Source: an optimization exercise on an open RTL-to-GDS flow (aim: small area, a short achievable clock period and few clock cycles). Production flows keep margins and buffers that such runs may drop. The RTL was checked by simulation tests, not by an equivalence proof against the original design. Power is estimated from default activity; no workload was simulated.

### design/flow/design.v
module piu_div (
    input  wire        clk,
    input  wire        rst,
    input  wire        start,
    input  wire [31:0] dividend,
    input  wire [6:0]  divisor,
    output reg         busy,
    output reg  [31:0] quo,
    output reg  [6:0]  rem
);
    reg [5:0]  count;
    reg [6:0]  dsr;
    wire [7:0] trial = {rem, quo[31]};
    wire       fits  = trial >= {1'b0, dsr};
    wire [7:0] diff  = trial - {1'b0, dsr};
    always @(posedge clk) begin
        if (rst) begin
            busy  <= 1'b0;
            count <= 6'd0;
            quo   <= 32'd0;
            rem   <= 7'd0;
            dsr   <= 7'd1;
        end else if (start) begin
            busy  <= 1'b1;
            count <= 6'd32;
            quo   <= dividend;
            rem   <= 7'd0;
            dsr   <= divisor;
        end else if (busy) begin
            rem   <= fits ? diff[6:0] : trial[6:0];
            quo   <= {quo[30:0], fits};
            count <= count - 6'd1;
            if (count == 6'd1)
                busy <= 1'b0;
        end
    end
endmodule
module piu (
    input  wire        clk,
    input  wire        rst,
    input  wire        req_valid,
    input  wire        req_write,
    input  wire [2:0]  req_addr,
    input  wire [31:0] req_wdata,
    output wire        req_ready,
    output reg         rsp_valid,
    output reg  [31:0] rsp_data,
    output wire        mem_en,
    output wire [10:0] mem_addr,
    input  wire [63:0] mem_rdata
);
    localparam A_PLEN = 3'd0, A_DLEN = 3'd1, A_WIDTH = 3'd2, A_IDX = 3'd3,
               A_RESULT = 3'd4, A_STATUS = 3'd5, A_CTRL = 3'd6, A_CMD = 3'd7;
    localparam N_ST = 11;
    localparam S_IDLE = 0,    
               S_DIV  = 1,    
               S_PRD  = 2,    
               S_SMUL = 3,    
               S_SRD  = 4,    
               S_HRD  = 5,    
               S_HSC  = 6,    
               S_HPRD = 7,    
               S_DATA = 8,    
               S_DAT2 = 9,    
               S_FIN  = 10;   
    reg [31:0] plen;
    reg [11:0] dlen;
    reg [5:0]  width;
    reg [31:0] idx;
    reg [31:0] result;
    reg [6:0]  st;
    reg        genfull;
    reg [N_ST-1:0] s;
    reg        rdy;
    reg        chk;         
    reg        hm;          
    reg        hmlen;       
    reg        xw;       
    reg [19:0] dq;          
    reg [5:0]  rem;         
    reg [2:0]  dcnt;        
    reg [1:0]  chunk;       
    reg [10:0] ma;          
    reg [5:0]  sh;          
    reg [2:0]  top;         
    reg [2:0]  rd_sel;
    assign req_ready = rdy;
    always @(*) begin
        case (rd_sel)
            A_PLEN:   rsp_data = plen;
            A_DLEN:   rsp_data = {20'd0, dlen};
            A_WIDTH:  rsp_data = {26'd0, width};
            A_IDX:    rsp_data = idx;
            A_RESULT: rsp_data = result;
            A_STATUS: rsp_data = {25'd0, st};
            A_CTRL:   rsp_data = {31'd0, genfull};
            default:  rsp_data = 32'd0;
        endcase
    end
    function [5:0] bitlen;
        input [31:0] n;
        integer i;
        begin
            bitlen = 6'd0;
            for (i = 0; i < 32; i = i + 1)
                if (n[i]) bitlen = i[5:0] + 6'd1;
        end
    endfunction
    function [6:0] fields_per_word;
        input [5:0] w;
        begin
            case (w)
                6'd1:  fields_per_word = 7'd64;
                6'd2:  fields_per_word = 7'd32;
                6'd3:  fields_per_word = 7'd21;
                6'd4:  fields_per_word = 7'd16;
                6'd5:  fields_per_word = 7'd12;
                6'd6:  fields_per_word = 7'd10;
                6'd7:  fields_per_word = 7'd9;
                6'd8:  fields_per_word = 7'd8;
                6'd9:  fields_per_word = 7'd7;
                6'd10: fields_per_word = 7'd6;
                6'd11: fields_per_word = 7'd5;
                6'd12: fields_per_word = 7'd5;
                6'd13, 6'd14, 6'd15, 6'd16: fields_per_word = 7'd4;
                6'd17, 6'd18, 6'd19, 6'd20, 6'd21: fields_per_word = 7'd3;
                default: fields_per_word = 7'd2;
            endcase
        end
    endfunction
    wire        acc   = req_valid & rdy;
    wire        wr    = acc & req_write;
    wire        cmdw  = wr & (req_addr == A_CMD);
    wire [3:0]  op    = req_wdata[31:28];
    wire        fmt_c = (op == 4'h4) | (op == 4'h5) | (op == 4'h8) | (op == 4'h9);
    wire        hi_nz = |req_wdata[27:12];
    wire        lo_nz = |req_wdata[11:0];
    wire        ill   = (op == 4'hB) | (op == 4'hE) | (op == 4'hF) | hi_nz | (~fmt_c & lo_nz);
    wire [11:0] lin_bs  = req_wdata[11:0];
    wire [5:0]  lin_bio = {req_wdata[11:10], req_wdata[7:6], req_wdata[3:2]};
    wire        plen_z = (plen == 32'd0);
    wire        dlen_z = (dlen == 12'd0);
    wire [5:0]  wbio   = bitlen(plen - 32'd1);
    wire [5:0]  wbs    = (wbio < 6'd4) ? 6'd4 : wbio;
    wire        wpad_bad  = (width == 6'd0) | (width > 6'd32);
    wire        wspan_bad = (width > 6'd32);
    wire        idx_big   = |idx[31:17];
    reg  [19:0] dq_ld;
    reg  [2:0]  dcnt_ld;
    always @(*) begin
        if (idx[16:12] == 5'd0)  begin dq_ld = {idx[11:0], 8'd0}; dcnt_ld = 3'd3; end
        else if (!idx[16])       begin dq_ld = {idx[15:0], 4'd0}; dcnt_ld = 3'd4; end
        else                     begin dq_ld = {3'd0, idx[16:0]}; dcnt_ld = 3'd5; end
    end
    wire [6:0] dvs = hm ? 7'd7 : fields_per_word(width);
    reg  [19:0] dq_n;
    reg  [5:0]  rem_n;
    reg  [6:0]  t;
    reg  [7:0]  df;
    integer k;
    always @(*) begin
        dq_n  = dq;
        rem_n = rem;
        for (k = 0; k < 4; k = k + 1) begin
            t     = {rem_n, dq_n[19]};
            df    = {1'b0, t} - {1'b0, dvs};
            dq_n  = {dq_n[18:0], ~df[7]};
            rem_n = df[7] ? t[5:0] : df[5:0];
        end
    end
    wire dbusy = (dcnt != 3'd0);
    reg [5:0] mul_a, mul_b;
    always @(*) begin
        mul_a = width;
        mul_b = rem;
        if (s[S_HPRD]) mul_a = 6'd9;
        if (s[S_SMUL]) begin
            case (chunk)
                2'd0:    mul_b = idx[5:0];
                2'd1:    mul_b = idx[11:6];
                default: mul_b = {1'b0, idx[16:12]};
            endcase
        end
    end
    wire [11:0] prod = mul_a * mul_b;
    wire [6:0]  send    = {1'b0, sh} + {1'b0, width};
    wire        scross  = send > 7'd64;
    wire [17:0] slast   = {1'b0, dq[16:0]} + {17'd0, scross};
    wire        strunc  = slast >= {6'd0, dlen};
    wire        povf    = dq >= {8'd0, dlen};
    wire [14:0] hm_l    = {ma, top} - {4'd0, ma};
    wire        hm_out  = idx >= {17'd0, hm_l};
    reg  [2:0] wtop;
    integer j;
    always @(*) begin
        wtop = 3'd0;
        for (j = 0; j < 7; j = j + 1)
            if (mem_rdata[9*j +: 9] != 9'd0) wtop = j[2:0] + 3'd1;
    end
    wire [127:0] dbl = {mem_rdata, mem_rdata};
    wire [31:0]  rot = dbl[sh +: 32];
    wire [5:0]   fw  = hm ? 6'd9 : width;
    reg  [31:0]  fmask, lomask;
    integer b;
    always @(*) begin
        for (b = 0; b < 32; b = b + 1) begin
            fmask[b]  = (b < fw);
            lomask[b] = ({1'b0, sh} + b) < 7'd64;
        end
    end
    wire [31:0] ext1 = rot & fmask & lomask;
    wire [31:0] ext2 = rot & fmask & ~lomask;
    wire [9:0]  hmv = {1'b0, result[8:0]} - 10'd65;
    assign mem_en   = s[S_PRD] | s[S_SRD] | s[S_HRD] | (s[S_HPRD] & ~dbusy) | (s[S_DATA] & xw);
    assign mem_addr = (s[S_PRD] | s[S_SRD] | s[S_HPRD]) ? dq[10:0] : ma;
    reg [N_ST-1:0] ns;
    always @(posedge clk) begin
        if (rst) begin
            plen    <= 32'd0;
            dlen    <= 12'd0;
            width   <= 6'd0;
            idx     <= 32'd0;
            result  <= 32'd0;
            st      <= 7'd0;
            genfull <= 1'b0;
            s       <= 11'd1;
            rdy     <= 1'b1;
            chk     <= 1'b0;
            hm      <= 1'b0;
            hmlen   <= 1'b0;
            xw   <= 1'b0;
            dq      <= 20'd0;
            rem     <= 6'd0;
            dcnt    <= 3'd0;
            chunk   <= 2'd0;
            ma      <= 11'd0;
            sh      <= 6'd0;
            top     <= 3'd0;
            rd_sel  <= 3'd0;
            rsp_valid <= 1'b0;
            ns = 11'd1;
        end else begin
            ns = s;
            rsp_valid <= acc & ~req_write;
            if (acc) rd_sel <= req_addr;
            if (dbusy) begin
                dq   <= dq_n;
                rem  <= rem_n;
                dcnt <= dcnt - 3'd1;
            end
            if (s[S_DIV]) begin
                if (dcnt == 3'd1) ns = 11'd1 << S_PRD;
            end
            if (s[S_PRD]) begin
                sh <= prod[5:0];
                if (povf) begin
                    st <= 7'h04;
                    ns = 11'd1 << S_IDLE;
                end else begin
                    ns = 11'd1 << S_DATA;
                end
            end
            if (s[S_SMUL]) begin
                if (chunk == 2'd0) begin
                    sh <= prod[5:0];
                    dq <= {14'd0, prod[11:6]};
                end else if (chunk == 2'd1) begin
                    dq <= dq + {8'd0, prod};
                end else begin
                    dq <= dq + {2'd0, prod, 6'd0};
                end
                chunk <= chunk + 2'd1;
                if (chunk == 2'd2 ||
                    (chunk == 2'd1 && idx[16:12] == 5'd0) ||
                    (chunk == 2'd0 && idx[16:6] == 11'd0))
                    ns = 11'd1 << S_SRD;
            end
            if (s[S_SRD]) begin
                xw <= scross;
                ma    <= dq[10:0] + 11'd1;
                if (strunc) begin
                    st <= 7'h04;
                    ns = 11'd1 << S_IDLE;
                end else begin
                    ns = 11'd1 << S_DATA;
                end
            end
            if (s[S_HRD]) begin
                ns = 11'd1 << S_HSC;
            end
            if (s[S_HSC]) begin
                top <= wtop;
                if (wtop != 3'd0 || ma == 11'd0)
                    ns = hmlen ? (11'd1 << S_FIN) : (11'd1 << S_HPRD);
                else begin
                    ma <= ma - 11'd1;
                    ns = 11'd1 << S_HRD;
                end
            end
            if (s[S_HPRD]) begin
                if (!dbusy) begin
                    sh <= prod[5:0];
                    if (hm_out) begin
                        st <= 7'h06;
                        ns = 11'd1 << S_IDLE;
                    end else begin
                        ns = 11'd1 << S_DATA;
                    end
                end
            end
            if (s[S_DATA]) begin
                result <= ext1;
                st     <= {xw, 2'b01, 4'd0};
                if (xw) ns = 11'd1 << S_DAT2;
                else if (chk | hm) ns = 11'd1 << S_FIN;
                else ns = 11'd1 << S_IDLE;
            end
            if (s[S_DAT2]) begin
                result <= result | ext2;
                ns = chk ? (11'd1 << S_FIN) : (11'd1 << S_IDLE);
            end
            if (s[S_FIN]) begin
                ns = 11'd1 << S_IDLE;
                if (hmlen) begin
                    result <= {17'd0, hm_l};
                    st     <= 7'h10;
                end else if (hm) begin
                    result <= {{22{hmv[9]}}, hmv};
                end else if (chk) begin
                    if (result >= plen) st <= 7'h05;
                    else st[3:0] <= 4'd0;
                end
            end
            if (wr) begin
                case (req_addr)
                A_PLEN:  plen    <= req_wdata;
                A_DLEN:  dlen    <= (req_wdata > 32'd2048) ? 12'd2048 : req_wdata[11:0];
                A_WIDTH: width   <= (|req_wdata[31:6]) ? 6'd63 : req_wdata[5:0];
                A_IDX:   idx     <= req_wdata;
                A_CTRL:  genfull <= req_wdata[0];
                default: ;
                endcase
            end
            if (cmdw) begin
                chk   <= 1'b0;
                hm    <= 1'b0;
                hmlen <= 1'b0;
                xw <= 1'b0;
                chunk <= 2'd0;
                if (ill) begin
                    st <= 7'h01;
                end else begin
                    case (op)
                    4'h1: begin
                        plen    <= 32'd0;
                        dlen    <= 12'd0;
                        width   <= 6'd0;
                        idx     <= 32'd0;
                        result  <= 32'd0;
                        genfull <= 1'b0;
                        st      <= 7'h00;
                    end
                    4'h2, 4'h3: begin
                        if (plen_z) st <= 7'h02;
                        else begin
                            width <= (op == 4'h2) ? wbs : wbio;
                            st    <= 7'h00;
                        end
                    end
                    4'h4: begin idx <= {20'd0, lin_bs};  st <= 7'h00; end
                    4'h5: begin idx <= {26'd0, lin_bio}; st <= 7'h00; end
                    4'h6: begin
                        if (wpad_bad) st <= 7'h03;
                        else if (idx_big) st <= 7'h04;
                        else begin
                            dq   <= dq_ld;
                            rem  <= 6'd0;
                            dcnt <= dcnt_ld;
                            ns = 11'd1 << S_DIV;
                        end
                    end
                    4'h7: begin
                        if (wspan_bad) st <= 7'h03;
                        else if (idx_big && width != 6'd0) st <= 7'h04;
                        else ns = 11'd1 << S_SMUL;
                    end
                    4'h8: begin
                        if (plen_z) st <= 7'h02;
                        else if (dlen_z) begin result <= 32'd0; st <= 7'h30; end
                        else begin
                            width <= wbs;
                            idx   <= {20'd0, lin_bs};
                            chk   <= 1'b1;
                            dq    <= {lin_bs, 8'd0};
                            rem   <= 6'd0;
                            dcnt  <= 3'd3;
                            ns = 11'd1 << S_DIV;
                        end
                    end
                    4'h9: begin
                        if (plen_z) st <= 7'h02;
                        else if (dlen_z) begin result <= 32'd0; st <= 7'h30; end
                        else begin
                            width <= wbio;
                            idx   <= {26'd0, lin_bio};
                            chk   <= 1'b1;
                            ns = 11'd1 << S_SMUL;
                        end
                    end
                    4'hA: begin
                        chk <= 1'b1;
                        ns = 11'd1 << S_FIN;
                    end
                    4'hC, 4'hD: begin
                        if (!genfull) st <= 7'h20;
                        else begin
                            hm    <= (op == 4'hC);
                            hmlen <= (op == 4'hD);
                            top   <= 3'd0;
                            if (op == 4'hC) begin
                                dq   <= dq_ld;
                                rem  <= 6'd0;
                                dcnt <= dcnt_ld;
                            end
                            if (dlen_z) begin
                                ma <= 11'd0;
                                ns = (op == 4'hD) ? (11'd1 << S_FIN) : (11'd1 << S_HPRD);
                            end else begin
                                ma <= dlen[10:0] - 11'd1;
                                ns = 11'd1 << S_HRD;
                            end
                        end
                    end
                    default: ;
                    endcase
                end
            end
            s   <= ns;
            rdy <= ns[S_IDLE] | ns[S_FIN];
        end
    end
endmodule
### design/flow/run.sh
#!/bin/bash
# synth_recipe.tcl (not shown) runs the flow's synth.tcl, then flattens the netlist and writes it again
# the make line also repeats each setting of config.mk as NAME=value (left out here)
make -C /OpenROAD-flow-scripts/flow DESIGN_CONFIG=/design/flow/config.mk WORK_HOME=/design/flow/orfs CLKGATE_MAP_FILE= SYNTH_SCRIPT=/design/flow/synth_recipe.tcl finish
### design/flow/config.mk
export PLATFORM = sky130hd
export DESIGN_NAME = piu
export DESIGN_NICKNAME = piu
export VERILOG_FILES = /design/flow/design.v
export SDC_FILE = /design/flow/constraint.sdc
export NUM_CORES = 4
export LEC_CHECK = 0
export CAP_MARGIN = 20
export CORE_MARGIN = 2
export CORE_UTILIZATION = 40
export SLEW_MARGIN = 20
### design/flow/constraint.sdc
create_clock -name core_clock -period 10.0 [get_ports {clk}]
set_input_delay 2.0000 -clock core_clock [delete_from_list [all_inputs] [get_ports {clk}]]
set_output_delay 2.0000 -clock core_clock [all_outputs]
set_load 0.01 [all_outputs]
==> results of run 1 <==
-- worst max path at each step --
stage          cells past startpoint  slack [ps]     end
3_3_place_gp                      42         720  rem[1]
5_1_grt                           44          70  rem[3]
2_1_floorplan                     46        1120  rem[1]
4_1_cts                           42         620  rem[1]
3_5_place_dp                      42         670  rem[1]
6_report                          43        1140  rem[1]
-- power by group through the flow --
stage / Sequential, mW / Combinational, mW / Clock [mW]
after floorplan: 0.883 / 1.78 / 0
after global placement: 0.934 / 2.25 / 0
after detailed placement: 0.935 / 2.28 / 0
after CTS: 0.916 / 2.29 / 0.747
after global routing: 0.923 / 2.66 / 0.779
final: 0.919 / 2.34 / 0.743
-- per-layer routing --
layer  vias up  wire [µm]
li1      12500          -
met2      1277      43400
met4         2       4400
met1     12500      42000
met3       216       8220
met5         -         11
-- stage by stage --
step	area [µm²]	utilization [%]	hold WS, ps
global route	27200	44.9	469
finish	27200	44.9	445
global placement	26600	43.9	430
detailed placement	26600	43.9	431
floorplan	24500	-	414
CTS	27100	44.9	444
-- area by class of cell --
class | count | share of cell area, %
multi-input combinational | 2809 | 69.6
clock inverter | 14 | 0.604
inverter | 186 | 2.58
clock buffer | 18 | 1.58
timing repair buffer | 212 | 7.21
tap | 782 | 3.60
sequential | 200 | 14.8
antenna | 1 | 0.00921
-- registers in the layout, indices dropped and copies added, names as in the netlist, named ones only --
register   cells
dq            20
result        32
s             11
rdy            1
rd_sel         3
top            3
plen          32
st             7
width          6
rem            6
ma            11
hmlen          1
idx           32
chk            1
sh             6
chunk          2
dlen          12
genfull        1
hm             1
dcnt           3
rsp_valid      1
xw             1
-- cells by family after synthesis --
| logic type | synth area share, % |
|---|---|
| mux | 14.0 |
| buf+inv | 6.74 |
| simple gates | 23.2 |
| xor+xnor | 3.11 |
| fa+ha+maj | 11.2 |
| flops | 16.3 |
| compound gates | 25.5 |
-- worst max-delay path: cells and delay by family, from the launching register on --
kind / cells / cell delay (ps)
AOI/OAI and AO/OA: 26 / 5120
and+or+nand+nor: 7 / 1330
DFF: 1 / 320
muxes: 1 / 310
buffers and inverters: 5 / 640
adders and majority gates: 4 / 1050
-- cell usage in the layout (no fill, tap or decap), types with 19 or more instances in the layout --
cell type        netlist  layout
nand2_1              466     465
nor2_1               336     335
a21oi_1              310     310
o21ai_0              255     251
dfxtp_1              200     193
inv_1                182     182
ha_1                 179     179
mux2i_1              155     155
clkdlybuf4s50_1        0     147
nor3_1                87      85
nand3_1               74      74
xnor2_1               65      65
buf_4                  0      64
mux2_2                63      63
a31oi_1               59      59
mux4_2                52      52
a21o_1                50      49
nor4_1                44      43
nand2b_1              39      39
o22ai_1               36      36
a211oi_1              35      35
nand4_1               32      32
nor2b_1               29      29
and2_1                28      28
a22oi_1               26      26
fa_1                  25      25
o211ai_1              23      23
xor2_1                22      22
o31ai_1               22      22
or3_1                 22      21
or2_2                 19      19
-- repair_timing --
action | in CTS | in global routing
endpoints found under the setup margin | 0 | 7
gates resized for setup | 0 | 6
setup buffers | 0 | 0
==> summary.txt, run 1 <==
Status: complete, no violations
Layout area overhead: 10.7%
Initial DRC count: 3056
Clock tree buffer depth: 2
CP Capture Type: flip-flop
Crit Reg-Reg Startpoint: hm
Global-route wire length before repair: 149000 µm
Place WS: 670 ps
Syn_nets: 3745
Total power: 4.00 mW
Slowest CP cell: or3_1
Met1 usage: 41.1%
CP Data Required Time: 10390 ps
Least-Margin Pin Slew: 1120 ps
Crit path time final: 8860 ps
DPL Wire Length: 74900 µm
Pwr per Cell Area: 147 mW/mm²
Via count: 26400
WL/cell: 23.2 µm
Number of global-route vias before repair: 24400
NetSw: 1.79 mW
H-tree Lvls: 4
Number of buffers created by CTS: 17
Post-synth top area share: 16.3%
Fraction of layout cells with a size suffix above 1: 7.97%
Grt total ovfl: 0
R2R depth: 43
Predominant post-synthesis flop cell: dfxtp_1
Hold buffers post-CTS: 0
Combinational Power Share: 58.5%
DIE AREA: 0.0633 mm²
EDFF count, synth: 0
Synth cell count leaders: nand2_1, nor2_1, a21oi_1
Crit start category: flip-flop
Dominant cell type by area after synthesis: dfxtp_1
Leakage power: 10.3 nW
Multi-input logic area: 0.0189 mm²
Setup CP Type: reg2reg
Post-route DRC: 0
Die X: 252 µm
Core Region: 0.0605 mm²
Met3 Use GR: 5.09%
Reg power frac: 23.0%
Max-Cap Viols: 0
R2r setup slk: 1140 ps
Final hold violations: 0
Number of I/O pins: 149
Peak VDD IR: 617 µV
Largest net degree at the start of global routing: 76
Sink Count: 200
Busiest grt layer: met2
Max_slew headroom: 23.5%
Initial antenna violation count: 1
Min-delay src: st[3]
Crit path arrival time: 9250 ps
Synth unique cells: 93
Fmax: 113 MHz
Crit Path Max Fanout: 10
Num rows: 90
Yosys warnings: 1
Fin crit share: 88.6%
Share of the yosys chip area belonging to registers: 16.3%
Storage cell area: 0.00402 mm²
Max incr delay on CP: 540 ps
Seq cells post-synth: 200
Die height: 252 µm
Average size of a mapped cell: 7.14 µm²
Final Wtd Congestion: 0.973
CTS root buffer: clkbuf_16
Syn Inst Count: 3438
CTS tree: done
Critical R2R Capture: rem[1]
Switching portion of total power: 44.6%
Area contributors post-synth: dfxtp_1, ha_1, nand2_1
Post-Syn Area: 0.0245 mm²
Count leader, synth: nand2_1
RSZ-0062 raised after global routing: false
Met2 usage: 47.3%
Hold WC Path Type: reg2reg
Routed Antenna Nets: 0
Non-filler cells, final: 4222
Setup TNS: 0 ps
Worst-path clk slew: 80 ps
Skew-Pair Late Insertion Delay: 480 ps
# fillers: 6163
Placed Cells: 4189
Setup crit start: hm
Clock Power Share: 18.6%
Routed wire length: 98000 µm
Hold Path End: st[3]
Layout Skew: 17.0 ps
Critical path's most frequent cell: o21ai_0
Internal power: 2.22 mW
Slew Viols, Final: 0
Hold depth: 2
Fin worst setup slack: 1140 ps
Nets: 3733
1st-pass router iterations: 6
Port-buffer cells: 148
Post-synthesis async set-or-reset flop share: 0%
Starting density of the core: 40.6%
Total track usage: 30.3%
Via density: 6.26
Endpoints failing setup: 0
Testbench counts, summed over its fixed seeds: cycles 19,028.
==> run 2: changes to the inputs <==
--- a/design/flow/config.mk
+++ b/design/flow/config.mk
@@ -6,4 +6,5 @@
 export NUM_CORES = 4
 export LEC_CHECK = 0
+export ABC_AREA = 1
 export CAP_MARGIN = 20
 export CORE_MARGIN = 2
==> run 2 against run 1 <==
  * Still clean
  * Sequential share of layout area increased by 0.38 points
  * Clock-buffer cell count increased by 1
  * Combinational power increased by 38%
  * First-iteration DRC count increased by 9.5%
  * Critical path depth increased by 2
  * Synthesized area decreased by 3.5%
  * Routed wire length increased by 3.7%
  * Synthesized cell count increased by 11%
  * Fmax increased by 3.9%
  * Clock skew increased by 6.7 ps
  * Flip-flop and latch count unchanged
  * Critical endpoint is now dq[0]
==> summary.txt, run 2 <==
Status: complete, no violations
Initial DRC count: 3347
Pwr per Cell Area: 187 mW/mm²
1st-pass router iterations: 6
CP Data Required Time: 10400 ps
Clock tree buffer depth: 2
Syn_nets: 4109
Fin crit share: 85.3%
Max-Cap Viols: 0
Crit Reg-Reg Startpoint: width[5]
Max_slew headroom: 24.1%
Dominant cell type by area after synthesis: dfxtp_1
Core Region: 0.0588 mm²
Global-route wire length before repair: 153000 µm
Area contributors post-synth: dfxtp_1, nand2_1, ha_1
CTS resizes: 0
Routed Antenna Nets: 0
Most common cell after layout, fill and taps aside: nand2_1
Setup crit start: width[5]
Endpoints failing setup: 0
Hold slack: 475 ps
Skew-Pair Late Insertion Delay: 520 ps
Leakage power: 12.0 nW
Largest net degree at the start of global routing: 92
Share of the yosys chip area belonging to registers: 16.9%
Hold Path End: top[2]
Setup CP Type: reg2reg
Number of global-route vias before repair: 24900
H-tree Lvls: 4
CP Capture Type: flip-flop
Starting density of the core: 40.3%
Layout Skew: 23.7 ps
Average size of a mapped cell: 6.23 µm²
Die X: 247 µm
Port-buffer cells: 148
Most frequent cells in the layout: nand2_1, inv_1, o21ai_0
Total power: 4.94 mW
DIE AREA: 0.0612 mm²
Critical R2R Capture: dq[0]
Slew Viols, Final: 0
RSZ-0062 raised after global routing: false
Hold WC Path Type: reg2reg
Yosys warnings: 1
Layout area overhead: 11.6%
Synth unique cells: 77
Least-Margin Pin Slew: 1140 ps
Worst-path clk slew: 80 ps
Final Wtd Congestion: 0.990
Post-CTS Setup Inserts: 0
Setup TNS: 0 ps
Via density: 5.90
Number of buffers created by CTS: 17
Routed wire length: 102000 µm
Num rows: 89
CTS tree: done
Slowest CP cell: a21oi_1
Post-route DRC: 0
Grt total ovfl: 0
Crit start category: flip-flop
Post-Syn Area: 0.0237 mm²
Sink Count: 200
Hold depth: 2
Peak VDD IR: 496 µV
Count leader, synth: nand2_1
Total track usage: 32.7%
Top Registers: idx (32), plen (32), result (32)
Min-delay src: top[2]
Nets: 4157
Predominant post-synthesis flop cell: dfxtp_1
Post-synth top area share: 16.9%
Synth cell count leaders: nand2_1, inv_1, o21ai_0
Initial antenna violation count: 0
Die height: 247 µm
Fmax: 117 MHz
Fraction of layout cells with a size suffix above 1: 4.06%
Max incr delay on CP: 560 ps
Crit Path Max Fanout: 12
Crit path time final: 8530 ps
Post-synthesis async set-or-reset flop share: 0%
Hold buffers post-CTS: 0
Final hold violations: 0
WL/cell: 21.9 µm
EDFF count, synth: 0
DPL Wire Length: 80600 µm
R2R depth: 45
Crit path arrival time: 8930 ps
R2r setup slk: 1470 ps
Via count: 27400
Number of I/O pins: 149
Seq cells post-synth: 200
Syn Inst Count: 3802
Critical path's most frequent cell: a21oi_1
CTS root buffer: clkbuf_16
[run 2: cells by family after synthesis]
group	after synthesis	synth area share (%)
AND/OR/NAND/NOR	1506	27.1
AO/OA/AOI/OAI	1030	26.3
buffers and inverters	683	11.1
adder cells (fa/ha/maj)	204	11.6
flip-flops	200	16.9
XOR/XNOR	102	3.80
multiplexers	77	3.25
[run 2: how the worst max path moves through the flow]
stage	to	slack [ps]	depth (start not counted)
final	dq[0]	1470	45
after global routing	dq[0]	520	45
after CTS	dq[0]	1510	45
after detailed placement	dq[0]	1570	45
after global placement	dq[0]	1690	45
after floorplan	rem[1]	3000	43
[run 2: power breakdown]
part | internal [mW] | switching (mW)
logic | 1.24 | 2.00
registers | 0.855 | 0.114
clock network | 0.357 | 0.373
[run 2: layout make-up]
| cell class | instances | area [µm²] |
|---|---|---|
| well taps | 773 | 967 |
| repair buffers | 190 | 1790 |
| flip-flops and latches | 200 | 4010 |
| inverters | 522 | 1980 |
| diodes | 2 | 5.00 |
| clock buffers | 19 | 443 |
| fillers | 6405 | 32400 |
| clock inverters | 13 | 139 |
| multi-input cells | 2919 | 17100 |
[run 2: worst max-delay path: cells and delay by family, from the launching register on]
kind | cells | cell delay (ps)
DFF | 1 | 300
and+or+nand+nor | 6 | 680
adders and majority gates | 4 | 1340
buffers and inverters | 11 | 1380
AOI/OAI and AO/OA | 24 | 4700
[run 2: metal layers]
metal  wire length, µm  global-route usage, %  vias up
li1                  -                      -    13100
met1             45400                   46.8    12700
met2             42600                   48.7     1399
met3             10400                   7.05      182
met4              3270                   10.1        0
met5                 0                      0        -
[run 2: stage by stage]
stage | utilization (%) | instance area (µm²) | setup slack (ps) | cells
floorplan | - | 23700 | 3000 | 3802
global placement | 43.9 | 25800 | 1690 | 4604
detailed placement | 43.9 | 25800 | 1570 | 4604
CTS | 44.9 | 26400 | 1510 | 4636
global route | 44.9 | 26400 | 522 | 4636
finish | 44.9 | 26400 | 1470 | 4638

-- static timing again, ports no longer ideal --
In the flow no input, the clock included, has a driving cell. The finished layouts below were timed again as built, in two steps.
Step 1 assumes that a clkbuf_16 drives the clock port and a buf_2 every other input.
Step 2 adds t to the input delays and takes it off the output delays; t is the mean of the earliest and latest rising clock arrival at the registers after step 1. Input paths then give back, and output paths get back, about the clock's delay inside the block.
Three values: ideal, step 1, step 2; two values: the first two.
run | shift t [ns] | slack for setup (ns) | worst setup path at the end
run 1 | 0.533 | 1.135 / 1.135 / 1.135 | register to register
run 2 | 0.562 | 1.466 / 1.466 / 1.466 | register to register
After both steps setup and hold are still met in every run listed.
